What follows belongs to an exercise in optimizing a design on an open flow for small area, a short achievable clock period and few clock cycles; a production flow would make more cautious choices.
RTL that was checked went through simulation tests only; none was proved equivalent to the original.
Only the layout flow was run in run 1; the RTL was not checked for function there.

## flow/config.mk

```make
export PLATFORM = sky130hd
export DESIGN_NAME = pdm_decim
export DESIGN_NICKNAME = pdm_decim
export VERILOG_FILES = /design/flow/design.v
export SDC_FILE = /design/flow/constraint.sdc
export NUM_CORES = 4
export LEC_CHECK = 0
export CAP_MARGIN = 20
export CORE_MARGIN = 2
export CORE_UTILIZATION = 40
export PLACE_DENSITY = 0.6
export SLEW_MARGIN = 20
```

## flow/constraint.sdc

```tcl
create_clock -name core_clock -period 12.0 [get_ports {clk}]
set_input_delay 2.4000 -clock core_clock [delete_from_list [all_inputs] [get_ports {clk}]]
set_output_delay 2.4000 -clock core_clock [all_outputs]
set_load 0.01 [all_outputs]
```

## flow/design.v

```verilog
module pdm_decim (
    input  wire        clk,
    input  wire        rst,         
    input  wire [2:0]  cfg_ratio,   
    input  wire [1:0]  cfg_nch,     
    input  wire        cfg_bord,    
    input  wire [7:0]  cfg_gain,    
    input  wire        in_valid,
    output reg         in_ready,
    input  wire [7:0]  in_data,
    output reg         out_valid,
    input  wire        out_ready,
    output reg  [15:0] out_data,
    output reg  [1:0]  out_chan
);
    reg [2:0] c_ratio;
    reg [1:0] c_nch;
    reg       c_bord;
    reg [7:0] c_gain;
    always @(posedge clk) begin
        c_ratio <= cfg_ratio;
        c_nch   <= cfg_nch;
        c_bord  <= cfg_bord;
        c_gain  <= cfg_gain;
    end
    reg [4:0]  k_g;       
    reg [2:0]  k_a;       
    reg [1:0]  k_dv;      
    reg [14:0] k_r2;      
    reg [21:0] k_c0;      
    reg [21:0] k_c1;      
    reg [21:0] k_c2;      
    always @(*) begin
        case (c_ratio)
            3'd0: begin k_g = 5'd2;  k_a = 3'd4; k_dv = 2'd0; k_r2 = 15'd256;
                        k_c0 = -22'd408;    k_c1 = -22'd1768;   k_c2 = -22'd2048;    end
            3'd1: begin k_g = 5'd3;  k_a = 3'd3; k_dv = 2'd1; k_r2 = 15'd576;
                        k_c0 = -22'd1300;   k_c1 = -22'd5900;   k_c2 = -22'd6912;    end
            3'd2: begin k_g = 5'd4;  k_a = 3'd5; k_dv = 2'd0; k_r2 = 15'd1024;
                        k_c0 = -22'd2992;   k_c1 = -22'd13904;  k_c2 = -22'd16384;   end
            3'd3: begin k_g = 5'd6;  k_a = 3'd4; k_dv = 2'd1; k_r2 = 15'd2304;
                        k_c0 = -22'd9800;   k_c1 = -22'd46648;  k_c2 = -22'd55296;   end
            3'd4: begin k_g = 5'd8;  k_a = 3'd6; k_dv = 2'd0; k_r2 = 15'd4096;
                        k_c0 = -22'd22880;  k_c1 = -22'd110240; k_c2 = -22'd131072;  end
            3'd6: begin k_g = 5'd16; k_a = 3'd7; k_dv = 2'd0; k_r2 = 15'd16384;
                        k_c0 = -22'd178880; k_c1 = -22'd877888; k_c2 = -22'd1048576; end
            default: begin k_g = 5'd10; k_a = 3'd4; k_dv = 2'd2; k_r2 = 15'd6400;
                        k_c0 = -22'd44280;  k_c1 = -22'd214920; k_c2 = -22'd256000;  end
        endcase
    end
    wire       k_casc = (c_ratio == 3'd7);
    wire [3:0] k_gm1  = k_g[3:0] - 4'd1;
    wire [6:0] k_d    = (k_dv == 2'd2) ? 7'd125 : (k_dv == 2'd1) ? 7'd27 : 7'd1;
    wire [8:0] gain_b = {c_gain[7], c_gain} + 9'd132;           
    wire [5:0] gain_q = gain_b / 9'd6;                           
    wire signed [7:0] sh_c = 8'sd31 - $signed({2'b00, gain_q})
                             + $signed({4'b0000, k_a, 1'b0}) + $signed({5'b00000, k_a});
    reg [5:0] q_sh;
    always @(posedge clk)
        q_sh <= sh_c[7] ? 6'd0 : (sh_c > 8'sd47) ? 6'd47 : sh_c[5:0];
    reg frz;                  
    reg [1:0] ocnt;           
    reg [15:0] sk_data;
    reg [1:0]  sk_chan;
    reg [7:0] a_byte;
    reg       a_v;
    always @(posedge clk) begin
        if (rst) begin
            a_v <= 1'b0;
        end else if (!frz) begin
            a_v    <= in_valid & in_ready;
            a_byte <= c_bord ? in_data : {in_data[0], in_data[1], in_data[2], in_data[3],
                                          in_data[4], in_data[5], in_data[6], in_data[7]};
        end
    end
    reg [1:0] a_ch;
    reg [3:0] a_b;
    reg       a_k0;           
    wire adv_a    = a_v & ~frz;
    wire a_chlast = (a_ch == c_nch);
    wire a_blast  = (a_b == k_gm1);
    always @(posedge clk) begin
        if (rst) begin
            a_ch <= 2'd0;
            a_b  <= 4'd0;
            a_k0 <= 1'b1;
        end else if (adv_a) begin
            a_ch <= a_chlast ? 2'd0 : a_ch + 2'd1;
            if (a_chlast) a_b <= a_blast ? 4'd0 : a_b + 4'd1;
            if (a_chlast & a_blast) a_k0 <= 1'b0;
        end
    end
    wire [7:0] x = a_byte;
    wire [3:0] p0_c = x[0] + x[1] + x[2] + x[3] + x[4] + x[5] + x[6] + x[7];
    wire [4:0] p1_c = x[1] + {x[2], 1'b0} + {x[3], x[3]} + {x[4], 2'b0}
                      + {x[5], 1'b0, x[5]} + {x[6], x[6], 1'b0} + {x[7], x[7], x[7]};
    wire [5:0] p2_c = x[2] + 6'd3 * x[3] + 6'd6 * x[4] + 6'd10 * x[5]
                      + 6'd15 * x[6] + 6'd21 * x[7];
    wire [4:0]  bB     = k_g - {1'b0, a_b};                     
    wire [13:0] al0_c  = {bB, 5'd0} * bB + {bB, 2'd0};           
    wire [12:0] al2_c  = {a_b, 5'd0} * a_b - {a_b, 2'd0};        
    wire [14:0] al1_c  = k_r2 - al0_c - al2_c;
    reg        b1_v, b1_last, b1_m01, b1_m2;
    reg [1:0]  b1_ch;
    reg [3:0]  b1_p0;
    reg [4:0]  b1_p1;
    reg [5:0]  b1_p2;
    reg [3:0]  b1_b;
    reg [13:0] b1_al0, b1_al1;
    reg [12:0] b1_al2;
    always @(posedge clk) begin
        if (rst) begin
            b1_v <= 1'b0;
        end else if (!frz) begin
            b1_v    <= a_v;
            b1_last <= a_blast;
            b1_m01  <= a_k0 & (a_b == 4'd0);
            b1_m2   <= (a_b == 4'd0);
            b1_ch   <= a_ch;
            b1_p0   <= p0_c;
            b1_p1   <= p1_c;
            b1_p2   <= p2_c;
            b1_b    <= a_b;
            b1_al0  <= al0_c;
            b1_al1  <= al1_c[13:0];
            b1_al2  <= al2_c;
        end
    end
    wire [11:0] bv  = {b1_b, 3'd0} * b1_p1;                     
    wire [11:0] bg  = {k_g, 3'd0} * b1_p1;                      
    wire [15:0] d0_c = b1_al0 * b1_p0 + bv - bg + b1_p2;
    wire [21:0] d2_c = b1_al2 * b1_p0 + bv + b1_p2 + (b1_last ? k_c2 : 22'd0);
    wire [16:0] d1_c = b1_al1 * b1_p0 - {bv, 1'b0} + bg - {b1_p2, 1'b0};
    reg        b2_v, b2_last, b2_m01, b2_m2;
    reg [1:0]  b2_ch;
    reg [15:0] b2_d0;
    reg [16:0] b2_d1;
    reg [21:0] b2_d2;
    always @(posedge clk) begin
        if (rst) begin
            b2_v <= 1'b0;
        end else if (!frz) begin
            b2_v    <= b1_v;
            b2_last <= b1_last;
            b2_m01  <= b1_m01;
            b2_m2   <= b1_m2;
            b2_ch   <= b1_ch;
            b2_d0   <= d0_c;
            b2_d1   <= d1_c;
            b2_d2   <= d2_c;
        end
    end
    reg [21:0] acc0 [0:3];
    reg [21:0] acc1 [0:3];
    reg [18:0] acc2 [0:3];
    wire [21:0] r0 = b2_m01 ? k_c0 : acc0[b2_ch];
    wire [21:0] r1 = b2_m01 ? k_c1 : acc1[b2_ch];
    wire [18:0] r2 = b2_m2  ? 19'd0 : acc2[b2_ch];
    wire [21:0] s0 = r0 + {6'd0, b2_d0};
    wire [21:0] s1 = r1 + {5'd0, b2_d1};
    wire [21:0] s2 = {3'd0, r2} + b2_d2;
    wire wr_c = b2_v & ~frz;
    always @(posedge clk) begin
        if (wr_c) begin
            acc0[b2_ch] <= b2_last ? s1 : s0;
            acc1[b2_ch] <= b2_last ? s2 : s1;
            if (!b2_last) acc2[b2_ch] <= s2[18:0];
        end
    end
    reg [21:0] c_y;
    reg        c_v;
    always @(posedge clk) begin
        if (rst) begin
            c_v <= 1'b0;
        end else if (!frz) begin
            c_v <= b2_v & b2_last;
            c_y <= s0;
        end
    end
    reg [21:0] fir1 [0:3];
    reg [21:0] fir2 [0:3];
    reg [1:0]  d_ch;
    reg [1:0]  d_k;           
    wire signed [21:0] f1r = (d_k == 2'd0) ? 22'sd0 : $signed(fir1[d_ch]);
    wire signed [21:0] f2r = (d_k != 2'd2) ? 22'sd0 : $signed(fir2[d_ch]);
    wire signed [24:0] np_c = 25'sd10 * f1r - f2r - $signed(c_y);
    wire signed [24:0] nn_c = $signed(c_y) + f2r - 25'sd10 * f1r;
    wire [23:0] m_c = np_c[24] ? nn_c[23:0] : np_c[23:0];
    wire adv_d = c_v & ~frz;
    always @(posedge clk) begin
        if (adv_d) begin
            fir1[d_ch] <= c_y;
            fir2[d_ch] <= f1r;
        end
        if (rst) begin
            d_ch <= 2'd0;
            d_k  <= 2'd0;
        end else if (adv_d) begin
            d_ch <= (d_ch == c_nch) ? 2'd0 : d_ch + 2'd1;
            if (d_ch == c_nch && d_k != 2'd2) d_k <= d_k + 2'd1;
        end
    end
    reg [23:0] d_m;
    reg        d_ng, d_v;
    always @(posedge clk) begin
        if (rst) begin
            d_v <= 1'b0;
        end else if (!frz) begin
            d_v  <= c_v;
            d_m  <= m_c;
            d_ng <= np_c[24];
        end
    end
    wire [46:0] xw = {d_m, 23'd0} >> q_sh;
    reg  [23:0] hi_mask;
    integer hm;
    always @(*) begin
        for (hm = 0; hm < 24; hm = hm + 1)
            hi_mask[hm] = (hm >= q_sh);
    end
    wire ovf_c = |(d_m & hi_mask);
    reg [22:0] e_x;
    reg        e_ovf, e_ng, e_v;
    always @(posedge clk) begin
        if (rst) begin
            e_v <= 1'b0;
        end else if (!frz) begin
            e_v   <= d_v;
            e_x   <= xw[22:0];
            e_ovf <= ovf_c;
            e_ng  <= d_ng;
        end
    end
    function [7:0] dstep;     
        input [7:0] t;
        input [6:0] d;
        reg   [8:0] df;
        begin
            df = {1'b0, t} - {2'b0, d};
            dstep = df[8] ? {1'b0, t[6:0]} : {1'b1, df[6:0]};
        end
    endfunction
    wire [6:0]  v_rem [0:5];
    wire [15:0] v_xq  [0:5];
    wire        v_sat [0:5];
    wire        v_ng  [0:5];
    wire        v_v   [0:5];
    assign v_rem[0] = e_x[22:16];
    assign v_xq[0]  = e_x[15:0];
    assign v_sat[0] = e_ovf | (e_x[22:16] >= k_d);
    assign v_ng[0]  = e_ng;
    assign v_v[0]   = e_v;
    genvar gs;
    generate
        for (gs = 0; gs < 5; gs = gs + 1) begin : g_div
            wire [6:0]  rr0 = v_rem[gs];
            wire [15:0] xx0 = v_xq[gs];
            wire [7:0]  st0 = dstep({rr0, xx0[15]}, k_d);
            wire [7:0]  st1 = dstep({st0[6:0], xx0[14]}, k_d);
            wire [7:0]  st2 = dstep({st1[6:0], xx0[13]}, k_d);
            reg [6:0]  p_rem;
            reg [15:0] p_xq;
            reg        p_sat, p_ng, p_v;
            always @(posedge clk) begin
                if (rst) begin
                    p_v <= 1'b0;
                end else if (!frz) begin
                    p_v   <= v_v[gs];
                    p_rem <= st2[6:0];
                    p_xq  <= {xx0[12:0], st0[7], st1[7], st2[7]};
                    p_sat <= v_sat[gs];
                    p_ng  <= v_ng[gs];
                end
            end
            assign v_rem[gs+1] = p_rem;
            assign v_xq[gs+1]  = p_xq;
            assign v_sat[gs+1] = p_sat;
            assign v_ng[gs+1]  = p_ng;
            assign v_v[gs+1]   = p_v;
        end
    endgenerate
    wire [7:0]  st_l  = dstep({v_rem[5], v_xq[5][15]}, k_d);
    wire [15:0] t_q   = {v_xq[5][14:0], st_l[7]};
    wire        t_sat = v_sat[5] | (t_q == 16'hffff);
    wire        t_ng  = v_ng[5];
    wire [15:0] t_rn  = ({16{t_ng}} ^ {1'b0, t_q[15:1]}) + {15'd0, t_ng ^ t_q[0]};
    wire [15:0] p_c   = t_sat ? (t_ng ? 16'h8000 : 16'h7fff) : t_rn;
    reg signed [15:0] g_p;
    reg               g_v;
    always @(posedge clk) begin
        if (rst) begin
            g_v <= 1'b0;
        end else if (!frz) begin
            g_v <= v_v[5] & k_casc;
            g_p <= p_c;
        end
    end
    reg [21:0] hb_u [0:3];
    reg [20:0] hb_v [0:3];
    reg [15:0] hb_w [0:3];
    reg [1:0]  h_ch;
    reg [1:0]  h_n;           
    reg        h_odd;
    wire signed [21:0] hu = (h_n != 2'd2) ? 22'sd0 : $signed(hb_u[h_ch]);
    wire signed [20:0] hv = (h_n == 2'd0) ? 21'sd0 : $signed(hb_v[h_ch]);
    wire signed [15:0] hw = (h_n != 2'd2) ? 16'sd0 : $signed(hb_w[h_ch]);
    wire signed [20:0] p9 = 21'sd9 * g_p;
    wire signed [21:0] hy = hu - g_p;
    wire adv_h = g_v & ~frz;
    always @(posedge clk) begin
        if (adv_h) begin
            if (h_odd) begin
                hb_u[h_ch] <= hv + p9;
                hb_v[h_ch] <= p9 - hw;
                hb_w[h_ch] <= g_p;
            end else begin
                hb_v[h_ch] <= hv + 21'sd16 * g_p;
            end
        end
        if (rst) begin
            h_ch  <= 2'd0;
            h_n   <= 2'd0;
            h_odd <= 1'b0;
        end else if (adv_h) begin
            if (h_ch == c_nch) begin
                h_ch  <= 2'd0;
                h_odd <= ~h_odd;
                if (h_n != 2'd2) h_n <= h_n + 2'd1;
            end else begin
                h_ch <= h_ch + 2'd1;
            end
        end
    end
    reg signed [21:0] h_y;
    reg               h_v;
    reg [1:0]         h_c;
    always @(posedge clk) begin
        if (rst) begin
            h_v <= 1'b0;
        end else if (!frz) begin
            h_v <= g_v & h_odd;
            h_y <= hy;
            h_c <= h_ch;
        end
    end
    wire signed [21:0] hr  = (h_y + (h_y[21] ? 22'sd15 : 22'sd16)) >>> 5;
    wire [15:0] h_res = (hr > 22'sd32767) ? 16'h7fff :
                        (hr < -22'sd32768) ? 16'h8000 : hr[15:0];
    reg [1:0] o_ch;           
    wire        r_v  = k_casc ? h_v : v_v[5];
    wire [15:0] r_d  = k_casc ? h_res : p_c;
    wire [1:0]  r_c  = k_casc ? h_c : o_ch;
    wire push = r_v & ~frz;
    wire pop  = out_valid & out_ready;
    wire [1:0] ocnt_nx = ocnt + {1'b0, push} - {1'b0, pop};
    always @(posedge clk) begin
        if (rst) begin
            ocnt      <= 2'd0;
            out_valid <= 1'b0;
            frz       <= 1'b0;
            in_ready  <= 1'b0;
            o_ch      <= 2'd0;
        end else begin
            ocnt      <= ocnt_nx;
            out_valid <= (ocnt_nx != 2'd0);
            frz       <= (ocnt_nx == 2'd2);
            in_ready  <= (ocnt_nx != 2'd2);
            if (push & ~k_casc) o_ch <= (o_ch == c_nch) ? 2'd0 : o_ch + 2'd1;
        end
        if (ocnt == 2'd0 || (ocnt == 2'd1 && pop)) begin
            if (push) begin
                out_data <= r_d;
                out_chan <= r_c;
            end
        end else if (ocnt == 2'd2 && pop) begin
            out_data <= sk_data;
            out_chan <= sk_chan;
        end
        if (push && ocnt == 2'd1 && !pop) begin
            sk_data <= r_d;
            sk_chan <= r_c;
        end
    end
endmodule
```

## flow/run.sh

```bash
#!/bin/bash
# synth_recipe.tcl (not shown) runs the flow's synth.tcl, then flattens the netlist and writes it again
# the make line also repeats each setting of config.mk as NAME=value (left out here)
make -C /OpenROAD-flow-scripts/flow DESIGN_CONFIG=/design/flow/config.mk WORK_HOME=/design/flow/orfs CLKGATE_MAP_FILE= SYNTH_SCRIPT=/design/flow/synth_recipe.tcl finish
```

==> impl_results.md, run 1 <==
* MaxCap Viol Count at 0
* Clock Path Buffers at 3
* CP max FO at 18
* Hold_buf cts at 0
* Syn_nets at 6,544
* Die ar. at around 180,000 sq um
* Antenna violations before repair at 2
* Critical Path AT at 8.71 ns
* Register area at roughly 33,000 sq um
* Final worst-path cycle share at 67.3%
* Row Count at approximately 150
* Critical Path RT at 12.63 ns
* DIE HEIGHT at 422 microns
* Crit path launch type: flop
* P&R area growth vs syn at 10.5%
* Initial DRC Count at 2,834
* HPWL after detailed placement at 112 mm
* Reg2Reg Setup Slack at 3.92 ns
* Post-synth top area share at roughly 46%
* Yosys top cell by area: edfxtp_1
* Syn avg cell area at 12.1 sq um
* FF-to-FF End: b2_d0[14]
* Finished Core Util at 44.4%
* Final ANT Viol Nets at 0
* Global Route Usage Sum at between 10% and 20%
* Max-slew headroom at 26.3%
* TritonRoute pass-1 iters at 6
* Vias after detailed routing at 43,300
* Gpl congestion at 0.838
* R2R Path Start: c_ratio[2]
* Drt wl/cell at 18.8 microns
* EDFF count, synth at 1,059
* Initial core utilization at 40.2%
* Die outline width at 422 microns
* H-tree Lvls at 3
* Seq cells post-synth at 1,120
* Post-CTS sizing at 0
* WS Path Type: reg2reg
* Fin nets at 6,612
* Worst Setup EP: b2_d0[14]
* CORE AREA at ~170,000 sq um
* Port Buffers at 44
* Share of layout cells above drive strength 1 at 10.5%
* Diode count at 0
* Reg2reg path depth at 27
* Critical Path Start: c_ratio[2]
* TNS Setup at 0 ns
* Highest Clock Rate at 124 MHz
* Async S/R FF share, synth at 0%
* CTS Buf Count at 119
* Pre-CTS setup slack at 3.96 ns
* Setup bufs post-CTS at 0
* Most frequent cell after synthesis: edfxtp_1
* Post-route minimum period at 8.08 ns
* Mapped Cells at 5,754
* Clock sinks at 1,120
* Final wirelength at 155 mm
* Clock Tree Root: clkbuf_16
* Setup violations, final at 0
* Clock skew at ~0.046 ns
* IO Pins at between 40 and 50
* CTS tree: done
* Fin. Hold Viols at 0
* Top_reg_cell synth: edfxtp_1
* Vias in the first global route at 44,300
* Worst slew pin tran at approximately 1.1 ns
* HP Class: reg2reg
* Worst setup margin at between 3 and 4 ns
* Sequential fraction of the synthesis area at 47.4%
* Clk Latency, worst-skew pair at around 0.76 ns
* Multi-input gate area in the final layout at 34,100 sq um
* Max-slew violations at 0
* Netlist cell types at 91
* Run status: no timing/DRC/antenna violations
* Total global routing overflow at 0
* Global-route wire length before repair at 247 mm
* Unrepaired setup endpoints after global routing: no
* Worst-path clk slew at 0.06 ns
* Post-synth top cells: edfxtp_1, inv_1, ha_1
* Fillers at 15,900
* Ranking of synthesized cells by area: edfxtp_1, ha_1, fa_1, mux4_2, xnor2_1
* Largest net degree at the start of global routing at 141
* Post-DR vias/cell at 5.25
* Critical path endpoint category: flop
* DRC violations left at 0
* Yosys warns at 1
* Post-Syn Area at 69,700 sq um
-- cell usage in the layout (no fill, tap or decap), drive strengths merged, types with 27 or more instances in the layout --
| cell type | Yosys | routed |
|---|---|---|
| edfxtp | 1059 | 1059 |
| inv | 552 | 560 |
| ha | 549 | 549 |
| nand2 | 417 | 417 |
| nor2 | 318 | 318 |
| xnor2 | 281 | 281 |
| a21oi | 280 | 280 |
| fa | 215 | 215 |
| o21ai | 208 | 208 |
| mux4 | 164 | 164 |
| clkbuf | 126 | 150 |
| and2 | 139 | 139 |
| mux2 | 136 | 136 |
| nor2b | 131 | 131 |
| a21o | 124 | 124 |
| xor2 | 123 | 123 |
| mux2i | 81 | 81 |
| nor3 | 79 | 79 |
| o21a | 74 | 74 |
| buf | 36 | 66 |
| nand3 | 63 | 63 |
| dfxtp | 61 | 61 |
| nand2b | 53 | 53 |
| clkinv | 3 | 52 |
| o21bai | 43 | 43 |
| clkdlybuf4s50 | 0 | 43 |
| and3 | 43 | 43 |
| a31oi | 38 | 38 |
| a211oi | 38 | 38 |
| o211ai | 33 | 33 |
| a21boi | 27 | 27 |
-- worst max-delay path: stages (launching register included) --
cell and delay, ns:
dfxtp_1 0.31, buf_4 0.25, inv_1 0.19, nand2_1 0.11, or2_2 0.22, clkinv_1 0.50
nand2_1 0.28, fa_1 0.44, fa_1 0.51, fa_1 0.54, inv_1 0.04, ha_1 0.32
a21oi_1 0.26, xnor2_1 0.19, fa_1 0.57, inv_1 0.06, fa_1 0.50, fa_1 0.54
inv_1 0.04, ha_1 0.28, ha_1 0.32, a21boi_0 0.15, o21ai_0 0.28, a21boi_0 0.17
o21ai_0 0.21, a21boi_0 0.17, or4_1 0.42, nand3_1 0.09
-- per-stage QoR --
| step | area, sq um | hold slack [ns] | instances |
|---|---|---|---|
| after floorplan | 69700 | 0.400 | 5754 |
| after global placement | 73000 | 0.403 | 8026 |
| after detailed placement | 73000 | 0.405 | 8026 |
| after CTS | 77100 | 0.416 | 8252 |
| after global routing | 77100 | 0.420 | 8252 |
| final | 77100 | 0.414 | 8252 |
-- per-layer routing --
metal  vias up  track usage (%)  share of wire (%)
li1      21000                -                  -
met1     21400             24.0                 46
met2       748             29.2                 48
met3       164             2.49                4.3
met4         0             4.09                1.9
met5         -                0                  0
-- logic make-up (layout without fill, tap and decap cells) --
family	count (synthesis)	after routing	share of synthesized area (%)
adders and majority gates	765	765	16.0
and+or+nand+nor	1334	1334	9.23
muxes	381	381	8.66
buffers and inverters	717	890	3.89
DFF	1120	1120	47.4
xor gates and xnor gates	406	406	5.15
AOI/OAI and AO/OA	1031	1031	9.68
-- worst min-delay path by stage --
| stage | slack, ns | depth (start not counted) | to | start |
|---|---|---|---|---|
| final | 0.41 | 0 | g_div[4].p_xq[7] | g_div[3].p_xq[4] |
| after global routing | 0.42 | 0 | g_div[0].p_xq[14] | e_x[11] |
| after CTS | 0.42 | 0 | g_div[3].p_xq[10] | g_div[2].p_xq[7] |
| after detailed placement | 0.40 | 0 | g_div[0].p_xq[14] | e_x[11] |
| after global placement | 0.40 | 0 | g_div[1].p_xq[5] | g_div[0].p_xq[2] |
| after floorplan | 0.40 | 0 | b2_m01 | b1_m01 |
-- final cells by class --
type	count	share of cell area (%)
flip-flops and latches	1120	42.9
well taps	2325	3.77
multi-input cells	3917	44.2
inverters	555	2.70
clock inverters	76	1.11
clock buffers	150	4.11
repair buffers	109	1.22
-- flip-flops by register name (all words and copies together) (netlist names), 22 cells and up, named ones only --
| signal | cells |
|---|---|
| acc0 | 88 |
| acc1 | 88 |
| fir1 | 88 |
| fir2 | 88 |
| hb_u | 88 |
| hb_v | 84 |
| g_div.p_xq | 80 |
| acc2 | 76 |
| hb_w | 64 |
| g_div.p_rem | 35 |
| d_m | 24 |
| e_x | 23 |
| b2_d2 | 22 |
| c_y | 22 |
| h_y | 22 |
==> run 2: changes to the inputs <==
--- a/flow/design.v
+++ b/flow/design.v
@@ -185,6 +185,5 @@
     wire signed [21:0] f2r = (d_k != 2'd2) ? 22'sd0 : $signed(fir2[d_ch]);
     wire signed [24:0] np_c = 25'sd10 * f1r - f2r - $signed(c_y);
-    wire signed [24:0] nn_c = $signed(c_y) + f2r - 25'sd10 * f1r;
-    wire [23:0] m_c = np_c[24] ? nn_c[23:0] : np_c[23:0];
+    wire [23:0] m_c = np_c[23:0] ^ {24{np_c[24]}};      
     wire adv_d = c_v & ~frz;
     always @(posedge clk) begin
@@ -212,5 +211,6 @@
         end
     end
-    wire [46:0] xw = {d_m, 23'd0} >> q_sh;
+    wire [23:0] e_mag = d_m + {23'd0, d_ng};
+    wire [46:0] xw = {e_mag, 23'd0} >> q_sh;
     reg  [23:0] hi_mask;
     integer hm;
@@ -219,5 +219,5 @@
             hi_mask[hm] = (hm >= q_sh);
     end
-    wire ovf_c = |(d_m & hi_mask);
+    wire ovf_c = |(e_mag & hi_mask);
     reg [22:0] e_x;
     reg        e_ovf, e_ng, e_v;
@@ -232,58 +232,60 @@
         end
     end
-    function [7:0] dstep;     
-        input [7:0] t;
-        input [6:0] d;
-        reg   [8:0] df;
-        begin
-            df = {1'b0, t} - {2'b0, d};
-            dstep = df[8] ? {1'b0, t[6:0]} : {1'b1, df[6:0]};
-        end
-    endfunction
-    wire [6:0]  v_rem [0:5];
-    wire [15:0] v_xq  [0:5];
-    wire        v_sat [0:5];
-    wire        v_ng  [0:5];
-    wire        v_v   [0:5];
-    assign v_rem[0] = e_x[22:16];
-    assign v_xq[0]  = e_x[15:0];
-    assign v_sat[0] = e_ovf | (e_x[22:16] >= k_d);
-    assign v_ng[0]  = e_ng;
-    assign v_v[0]   = e_v;
-    genvar gs;
-    generate
-        for (gs = 0; gs < 5; gs = gs + 1) begin : g_div
-            wire [6:0]  rr0 = v_rem[gs];
-            wire [15:0] xx0 = v_xq[gs];
-            wire [7:0]  st0 = dstep({rr0, xx0[15]}, k_d);
-            wire [7:0]  st1 = dstep({st0[6:0], xx0[14]}, k_d);
-            wire [7:0]  st2 = dstep({st1[6:0], xx0[13]}, k_d);
-            reg [6:0]  p_rem;
-            reg [15:0] p_xq;
-            reg        p_sat, p_ng, p_v;
-            always @(posedge clk) begin
-                if (rst) begin
-                    p_v <= 1'b0;
-                end else if (!frz) begin
-                    p_v   <= v_v[gs];
-                    p_rem <= st2[6:0];
-                    p_xq  <= {xx0[12:0], st0[7], st1[7], st2[7]};
-                    p_sat <= v_sat[gs];
-                    p_ng  <= v_ng[gs];
-                end
-            end
-            assign v_rem[gs+1] = p_rem;
-            assign v_xq[gs+1]  = p_xq;
-            assign v_sat[gs+1] = p_sat;
-            assign v_ng[gs+1]  = p_ng;
-            assign v_v[gs+1]   = p_v;
-        end
-    endgenerate
-    wire [7:0]  st_l  = dstep({v_rem[5], v_xq[5][15]}, k_d);
-    wire [15:0] t_q   = {v_xq[5][14:0], st_l[7]};
-    wire        t_sat = v_sat[5] | (t_q == 16'hffff);
-    wire        t_ng  = v_ng[5];
-    wire [15:0] t_rn  = ({16{t_ng}} ^ {1'b0, t_q[15:1]}) + {15'd0, t_ng ^ t_q[0]};
-    wire [15:0] p_c   = t_sat ? (t_ng ? 16'h8000 : 16'h7fff) : t_rn;
+    wire [6:0]  xb0 = e_x[6:0];
+    wire [6:0]  xb1 = e_x[13:7];
+    wire [6:0]  xb2 = e_x[20:14];
+    wire [1:0]  xb3 = e_x[22:21];
+    wire [8:0]  xa0 = e_x[8:0];
+    wire [8:0]  xa1 = e_x[17:9];
+    wire [4:0]  xa2 = e_x[22:18];
+    wire [10:0] f125 = xb0 + 11'd3 * xb1 + 11'd9 * xb2 + 11'd27 * xb3;
+    wire [18:0] z125 = xb1 + 19'd131 * xb2 + 19'd16777 * xb3 + 19'd1;
+    wire [10:0] f27  = xa0 + {2'b00, ~xa1} + xa2 + 11'd2;
+    wire [18:0] z27  = 19'd19 * xa1 + 19'd9709 * xa2 - 19'd18;
+    wire [10:0] f_c  = (k_dv == 2'd2) ? f125 : (k_dv == 2'd1) ? f27 : 11'd0;
+    wire [18:0] z_c  = (k_dv == 2'd2) ? z125 : (k_dv == 2'd1) ? z27 : {3'd0, e_x[15:0]} + 19'd1;
+    wire        s_c  = e_ovf | ((k_dv == 2'd0) & (e_x[22:16] != 7'd0));
+    reg [10:0] v1_f;
+    reg [18:0] v1_z;
+    reg        v1_sat, v1_ng, v1_v;
+    always @(posedge clk) begin
+        if (rst) begin
+            v1_v <= 1'b0;
+        end else if (!frz) begin
+            v1_v   <= e_v;
+            v1_f   <= f_c;
+            v1_z   <= z_c;
+            v1_sat <= s_c;
+            v1_ng  <= e_ng;
+        end
+    end
+    wire [5:0]  fq   = (k_dv == 2'd2) ? {2'b00, v1_f[10:7]} : (k_dv == 2'd1) ? v1_f[10:5] : 6'd0;
+    wire [7:0]  w125 = v1_f[6:0] + 8'd3 * v1_f[10:7];
+    wire [7:0]  w27  = v1_f[4:0] + 8'd5 * v1_f[10:5];
+    wire [7:0]  w_c  = (k_dv == 2'd2) ? w125 : w27;
+    wire [18:0] z2_c = v1_z + {13'd0, fq};
+    reg [7:0]  v2_w;
+    reg [18:0] v2_z;
+    reg        v2_sat, v2_ng, v2_v;
+    always @(posedge clk) begin
+        if (rst) begin
+            v2_v <= 1'b0;
+        end else if (!frz) begin
+            v2_v   <= v1_v;
+            v2_w   <= w_c;
+            v2_z   <= z2_c;
+            v2_sat <= v1_sat;
+            v2_ng  <= v1_ng;
+        end
+    end
+    wire [5:0] wp   = v2_w[4:0] + 6'd5 * v2_w[7:5];
+    wire [2:0] c27  = v2_w[7:5] + {2'b00, wp >= 6'd27} + {2'b00, wp >= 6'd54};
+    wire [2:0] cc   = (k_dv == 2'd2) ? {2'b00, v2_w >= 8'd125} : (k_dv == 2'd1) ? c27 : 3'd0;
+    wire [18:0] zp  = v2_z + {16'd0, cc};                
+    wire [18:0] zn  = ~v2_z + 19'd2 - {16'd0, cc};       
+    wire        t_sat = v2_sat | (zp[18:16] != 3'd0);
+    wire        t_ng  = v2_ng;
+    wire [15:0] p_c   = t_sat ? (t_ng ? 16'h8000 : 16'h7fff) : (t_ng ? zn[16:1] : zp[16:1]);
+    wire        p_v   = v2_v;
     reg signed [15:0] g_p;
     reg               g_v;
@@ -292,5 +294,5 @@
             g_v <= 1'b0;
         end else if (!frz) begin
-            g_v <= v_v[5] & k_casc;
+            g_v <= p_v & k_casc;
             g_p <= p_c;
         end
@@ -307,13 +309,14 @@
     wire signed [20:0] p9 = 21'sd9 * g_p;
     wire signed [21:0] hy = hu - g_p;
+    wire signed [20:0] hva = h_odd ? p9 : hv;
+    wire signed [20:0] hvb = h_odd ? -{{5{hw[15]}}, hw} : {g_p[15], g_p, 4'd0};
+    wire signed [20:0] hv_n = hva + hvb;
     wire adv_h = g_v & ~frz;
     always @(posedge clk) begin
         if (adv_h) begin
+            hb_v[h_ch] <= hv_n;
             if (h_odd) begin
                 hb_u[h_ch] <= hv + p9;
-                hb_v[h_ch] <= p9 - hw;
                 hb_w[h_ch] <= g_p;
-            end else begin
-                hb_v[h_ch] <= hv + 21'sd16 * g_p;
             end
         end
@@ -348,5 +351,5 @@
                         (hr < -22'sd32768) ? 16'h8000 : hr[15:0];
     reg [1:0] o_ch;           
-    wire        r_v  = k_casc ? h_v : v_v[5];
+    wire        r_v  = k_casc ? h_v : p_v;
     wire [15:0] r_d  = k_casc ? h_res : p_c;
     wire [1:0]  r_c  = k_casc ? h_c : o_ch;
==> flow/flow/run.sh (new file) <==
#!/bin/bash
# Standard layout with a tighter timing-repair target: the resizer works until
# every path has this much setup slack at the design's clock period.
set -euo pipefail
bash standard.sh SETUP_SLACK_MARGIN=8 finish > standard_flow.log 2>&1
==> flow/standard.sh (new file) <==
#!/bin/bash
# synth_recipe.tcl (not shown) runs the flow's synth.tcl, then flattens the netlist and writes it again
# the make line also repeats each setting of config.mk as NAME=value (left out here)
make -C /OpenROAD-flow-scripts/flow DESIGN_CONFIG=/design/flow/config.mk WORK_HOME=/design/flow/orfs CLKGATE_MAP_FILE= SYNTH_SCRIPT=/design/flow/synth_recipe.tcl "${@:-finish}"
--- a/flow/config.mk
+++ b/flow/config.mk
@@ -6,4 +6,5 @@
 export NUM_CORES = 4
 export LEC_CHECK = 0
+export ABC_CLOCK_PERIOD_IN_PS = 3500
 export CAP_MARGIN = 20
 export CORE_MARGIN = 2
removed: flow/run.sh
==> impl_results.md, run 2 <==
* Critical Path RT at about 12 ns
* Most frequent cells in the layout: edfxtp_1, inv_1, ha_1
* HP Class: reg2reg
* Max-slew headroom at 32.8%
* Clock Path Buffers at 3
* Reg2reg path depth at 24
* Layout check failures: antenna rules
* CTS Buf Count at 112
* Top_reg_cell synth: edfxtp_1
* Total global routing overflow at 0
* CORE AREA at 173,000 sq um
* DRC violations left at 0
* DIE HEIGHT at 421 microns
* Final ANT Viol Nets at 1
* Post-synth top area share at 42.9%
* Highest Clock Rate at about 160 MHz
* TNS Setup at 0 ns
* Initial DRC Count at 3,005
* Worst slew pin tran at 1.01 ns
* Port Buffers at 44
* Gpl congestion at roughly 0.86
* Final wirelength at 184 mm
* Post-route minimum period at between 6 and 7 ns
* HP Start: b1_m01
* Antenna violations before repair at 1
* HPWL after detailed placement at 120 mm
* Syn_nets at 6,772
* Initial core utilization at 40.2%
* Syn avg cell area at 12.0 sq um
* Worst-path clk slew at 0.07 ns
* Die outline width at 421 microns
* Unrepaired setup endpoints after global routing: yes
* Yosys top cell by area: edfxtp_1
* Sequential fraction of the synthesis area at 44.5%
* Clock sinks at 1,053
* Seq cells post-synth at 1,053
* H-tree Lvls at 3
* Drt wl/cell at 20.9 microns
* Vias in the first global route at 47,800
* Finished Core Util at between 50% and 60%
* Post-synth top cells: edfxtp_1, ha_1, inv_1
* Clock Tree Root: clkbuf_16
* Share of layout cells above drive strength 1 at 27.5%
* Async S/R FF share, synth at 0%
* Setup violations, final at 0
* Most frequent cell after synthesis: edfxtp_1
* Fin nets at 7,303
* Run status: complete, but fails checks
* Post-DR vias/cell at 5.37
* Vias after detailed routing at 47,100
* IO Pins at 46
* Fin. Hold Viols at 0
* Max-slew violations at 0
* Most common cell after layout, fill and taps aside: edfxtp_1
* Crit path launch type: flop
* Global-route wire length before repair at 278 mm
* Hold Path Depth at 0
* Die ar. at around 180,000 sq um
* EDFF count, synth at 995
* Hold endpoint: b2_m01
* Mapped Cells at 5,818
* Ranking of synthesized cells by area: edfxtp_1, ha_1, fa_1, mux4_2, xnor2_1
* Reg2Reg Setup Slack at 5.60 ns
* Hold slack at 0.426 ns
* Row Count at 153
* Yosys warns at 1
* R2R Path Start: c_ratio[2]
* P&R area growth vs syn at 24.7%
* Largest net degree at the start of global routing at a little over 80
* CTS tree: done
* TritonRoute pass-1 iters at 5
* Critical path endpoint category: flop
* Hold_buf cts at 0
* CP max FO at 5
* Critical Path AT at between 6 and 7 ns
* WS Path Type: reg2reg
* Clk Latency, worst-skew pair at 0.77 ns
* Final worst-path cycle share at 53.3%
* Dpl cells at 8,079
* Global Route Usage Sum at 20.1%
* FF-to-FF End: b2_d0[15]
* Netlist cell types at slightly above 90
* Final non-filler cell total at approximately 8,800
* MaxCap Viol Count at 0
* Post-Syn Area at around 70,000 sq um
* Clock skew at 0.0702 ns
-- run 2: changes by cell type in the layout (fill, tap and decap cells not counted), sizes merged, moves of 15 or more --
cell | previous run | this run
dlygate4sd2 | 0 | 20
nand4 | 13 | 28
edfxtp | 1059 | 995
buf | 66 | 530
nand3 | 63 | 88
clkdlybuf4s50 | 43 | 23
ha | 549 | 634
mux2 | 136 | 82
xnor2 | 281 | 333
inv | 560 | 586
nor2 | 318 | 303
and2 | 139 | 158
fa | 215 | 294
a21o | 124 | 95
-- run 2: kinds of logic after synthesis --
family	count (synthesis)	synth area share, %
AND/OR/NAND/NOR	1356	9.43
flip-flops	1053	44.5
AO/OA/AOI/OAI	953	8.71
adder cells (fa/ha/maj)	928	19.8
buffers and inverters	757	4.14
XOR/XNOR	459	5.81
multiplexers	312	7.54
-- run 2: what timing repair did --
action                                  in CTS  in global routing
buffers inserted                           331                128
gates cloned                                18                  2
gates resized for setup                    614                354
endpoints found under the setup margin     537                339
pin swaps                                  316                329
-- run 2: cell type report --
| cell class | count | area, sq um |
|---|---|---|
| tap | 2325 | 2910 |
| clock inverter | 79 | 808 |
| multi-input combinational | 4011 | 41000 |
| clock buffer | 134 | 2970 |
| timing repair buffer | 587 | 5860 |
| antenna | 7 | 17.5 |
| fill | 14900 | 86500 |
| inverter | 584 | 2270 |
| sequential | 1053 | 31100 |
-- run 2: routing by layer --
metal | share of wire, % | global-route usage, % | routed length [microns] | vias up
met5 | 0 | 0 | 0 | -
met4 | 3.8 | 6.92 | 6910 | 0
met3 | 3.9 | 2.15 | 7230 | 303
met2 | 51 | 35.8 | 93800 | 1088
met1 | 41 | 25.3 | 75800 | 23800
li1 | - | - | - | 21900
-- run 2: worst max path at each step --
| stage | from | to | slack [ns] | cells after the start |
|---|---|---|---|---|
| 2_1_floorplan | rst | flop | 4.60 | 2 |
| 6_report | c_ratio[2] | b2_d0[15] | 5.60 | 24 |
| 5_1_grt | c_ratio[2] | b2_d0[15] | 5.35 | 24 |
| 4_1_cts | c_ratio[2] | b2_d0[14] | 5.58 | 24 |
| 3_3_place_gp | flop | d_m[23] | 4.64 | 24 |
| 3_5_place_dp | flop | d_m[23] | 4.51 | 27 |
-- run 2: worst max-delay path, stage by stage, from the launching register on --
cell and delay, ns:
dfxtp_2 0.33, buf_12 0.14, buf_16 0.13, o21ai_4 0.18
nand2_2 0.09, fa_1 0.57, fa_1 0.44, fa_1 0.53
inv_2 0.05, ha_4 0.24, a21oi_4 0.23, o21bai_4 0.08
a21oi_2 0.19, xor2_2 0.20, fa_1 0.47, fa_1 0.51
fa_1 0.45, ha_4 0.31, ha_4 0.21, o21a_1 0.13
o21ai_1 0.13, nand2b_1 0.09, a21oi_2 0.18, o21ai_2 0.08
xnor2_1 0.13
-- run 2: per-stage QoR --
| stage | area [sq um] | worst slack (ns) |
|---|---|---|
| after floorplan | 71200 | 4.60 |
| after global placement | 74200 | 4.64 |
| after detailed placement | 74200 | 4.51 |
| after CTS | 84000 | 5.58 |
| after global routing | 86900 | 5.35 |
| final | 86900 | 5.60 |
Testbench counts of run 2, summed over its fixed seeds: cycles 21,972.
==> run 3: changes to the inputs <==
==> flow/run.sh (new file) <==
#!/bin/bash
# synth_recipe.tcl (not shown) runs the flow's synth.tcl, then flattens the netlist and writes it again
# the make line also repeats each setting of config.mk as NAME=value (left out here)
make -C /OpenROAD-flow-scripts/flow DESIGN_CONFIG=/design/flow/config.mk WORK_HOME=/design/flow/orfs CLKGATE_MAP_FILE= SYNTH_SCRIPT=/design/flow/synth_recipe.tcl finish
--- a/flow/config.mk
+++ b/flow/config.mk
@@ -11,3 +11,4 @@
 export CORE_UTILIZATION = 40
 export PLACE_DENSITY = 0.6
+export SETUP_SLACK_MARGIN = 5
 export SLEW_MARGIN = 20
removed: flow/flow/run.sh
removed: flow/standard.sh
==> impl_results.md, run 3 <==
* Critical path endpoint category: flop
* HPWL after detailed placement at between 100 and 150 mm
* Mapped Cells at around 5,800
* Antenna violations before repair at 2
* EDFF count, synth at 995
* Mux share of post-synthesis cell area at 7.54%
* Clock skew at 0.0918 ns
* Fin. Hold Viols at 0
* Final worst-path cycle share at 56.9%
* Yosys warns at 1
* MaxCap Viol Count at 0
* DIE HEIGHT at 421 microns
* Global-route wire length before repair at about 260 mm
* Synth Area in XOR/XNOR at 5.81%
* Row Count at 153
* Vias in the first global route at 44,800
* Max-slew violations at 0
* Netlist cell types at 93
* Worst slew pin tran at 0.945 ns
* Seq cells post-synth at approximately 1,100
* WS Path Type: reg2reg
* Initial core utilization at 40.2%
* Yosys top cell by area: edfxtp_1
* Total global routing overflow at 0
* Most frequent cell after synthesis: edfxtp_1
* Post-DR vias/cell at 5.27
* Critical Path AT at between 7 and 8 ns
* Async S/R FF share, synth at 0%
* Run status: no timing/DRC/antenna violations
* CTS tree: done
* Die ar. at 178,000 sq um
* P&R area growth vs syn at 11.5%
* Most common cell on crit path: fa_1
* CORE AREA at 173,000 sq um
* Setup violations, final at 0
* Global Route Usage Sum at between 10% and 20%
* Port Buffers at 44
* Slowest stage delay, CP at 0.56 ns
* Post-Syn Area at 69,700 sq um
* Vias after detailed routing at 43,900
* Initial DRC Count at 3,271
* Top_reg_cell synth: edfxtp_1
* Simple-Gate Fraction of Synth Area at a little under a tenth
* Syn avg cell area at 12.0 sq um
* Hold_buf cts at 0
* Clock sinks at 1,053
* TritonRoute pass-1 iters at 6
* IO Pins at 46
* Final ANT Viol Nets at 0
* Fin nets at 6,866
* Main combinational cell family by area after synthesis: adder cells
* Share of layout cells above drive strength 1 at 11.0%
* Diode count at 0
* Clock Tree Root: clkbuf_16
* Highest Clock Rate at roughly 150 MHz
* Worst setup margin at 5.18 ns
* CP max FO at 14
* Clk Latency, worst-skew pair at 0.78 ns
* Synth Area in Compound Gates at 8.71%
* DRC violations left at 0
* Largest net degree at the start of global routing at about 150
* Final wirelength at 164 mm
* Post-synth top area share at between 40% and 50%
* Pre-CTS setup slack at 3.95 ns
* HP Class: reg2reg
* Ranking of synthesized cells by area: edfxtp_1, ha_1, fa_1, mux4_2, xnor2_1
* Clock Path Buffers at 3
* Post-synth top cells: edfxtp_1, ha_1, inv_1
* Die outline width at around 420 microns
* Unrepaired setup endpoints after global routing: yes
* Worst-path clk slew at 0.06 ns
* Post-Synth Adder-Cell Area at 19.8%
* Crit path launch type: flop
* Most frequent cells in the layout: edfxtp_1, ha_1, inv_1
* Max-slew headroom at 37.0%
* TNS Setup at 0 ns
* Post-route minimum period at 6.82 ns
* H-tree Lvls at 3
* Drt wl/cell at about 20 microns
* Sequential fraction of the synthesis area at approximately 45%
* Gpl congestion at 0.879
* CTS Buf Count at ~110
* Slowest-stage cell, CP: fa_1
* Syn_nets at slightly below 7,000
* Critical Path RT at 12.45 ns
* Most common cell after layout, fill and taps aside: edfxtp_1
run 3: worst paths after layout:
path	from	slack (ns)	cells past startpoint	endpoint
setup reg to reg	c_ratio[2]	5.18	25	b2_d0[15]
setup / recovery	c_ratio[2]	5.18	25	b2_d0[15]
hold reg to reg	b1_m2	0.43	0	b2_m2
hold / removal	b1_m2	0.43	0	b2_m2
run 3: kinds of logic after synthesis:
| kind of cell | count (synthesis) |
|---|---|
| mux | 312 |
| buf+inv | 757 |
| simple gates | 1356 |
| flops | 1053 |
| compound gates | 953 |
| xor+xnor | 459 |
| fa+ha+maj | 928 |
run 3: worst max-delay path: cells and delay by family (launching register included):
kind            cells  cell delay [ns]
simple gates        3             0.33
buf+inv             4             0.50
compound gates      7             0.91
xor+xnor            2             0.41
flops               1             0.32
fa+ha+maj           9             4.05
run 3: per-stage QoR:
stage	hold slack [ns]	instances	area [sq um]	util (%)
floorplan	0.400	5818	69700	-
global placement	0.411	8088	73000	42.1
detailed placement	0.411	8088	73000	42.1
CTS	0.429	8312	77200	44.5
global route	0.437	8337	77700	44.8
finish	0.432	8337	77700	44.8
run 3: repair_timing:
item | in CTS | in global routing
gates cloned | 1 | 0
setup buffers | 8 | 25
endpoints found under the setup margin | 40 | 42
pin swaps | 11 | 24
gates resized for setup | 36 | 42
run 3: layout make-up:
class	instances	area (sq um)
clock buffers	137	2980
clock inverters	78	1010
fillers	16000	95800
inverters	584	2200
multi-input cells	4009	36100
flip-flops and latches	1053	31100
well taps	2325	2910
repair buffers	151	1370
run 3: routing by layer:
metal,track usage [%],share of wire [%]
met5,0,0
met4,5.38,3.1
met3,2.51,4.1
met2,32.5,50
met1,23.2,42

afterwards: timing with drivers on the ports:
The flow's constraints put no driver on any port. The routed layouts listed below were extracted and timed again, unchanged, in two steps.
Step 1 assumes that a clkbuf_16 drives the clock port and a buf_2 every other input.
Step 2 times the ports against the registers' clock, not the clock port: input delays grow and output delays shrink by t, the midpoint of the rising clock arrivals with the driver on.
Slacks: ideal / step 1 / step 2; pairs: ideal / step 1.
run | shift t [ns] | slack for setup (ns) | worst slew at a driven data input, ns | cell pins on the clock port's net
run 1 | 0.823 | 3.922 / 3.922 / 3.922 | 0.04 | 1
run 2 | 0.806 | 5.600 / 5.600 / 5.600 | 0.05 | 1
run 3 | 0.818 | 5.177 / 5.177 / 5.177 | 0.06 | 1
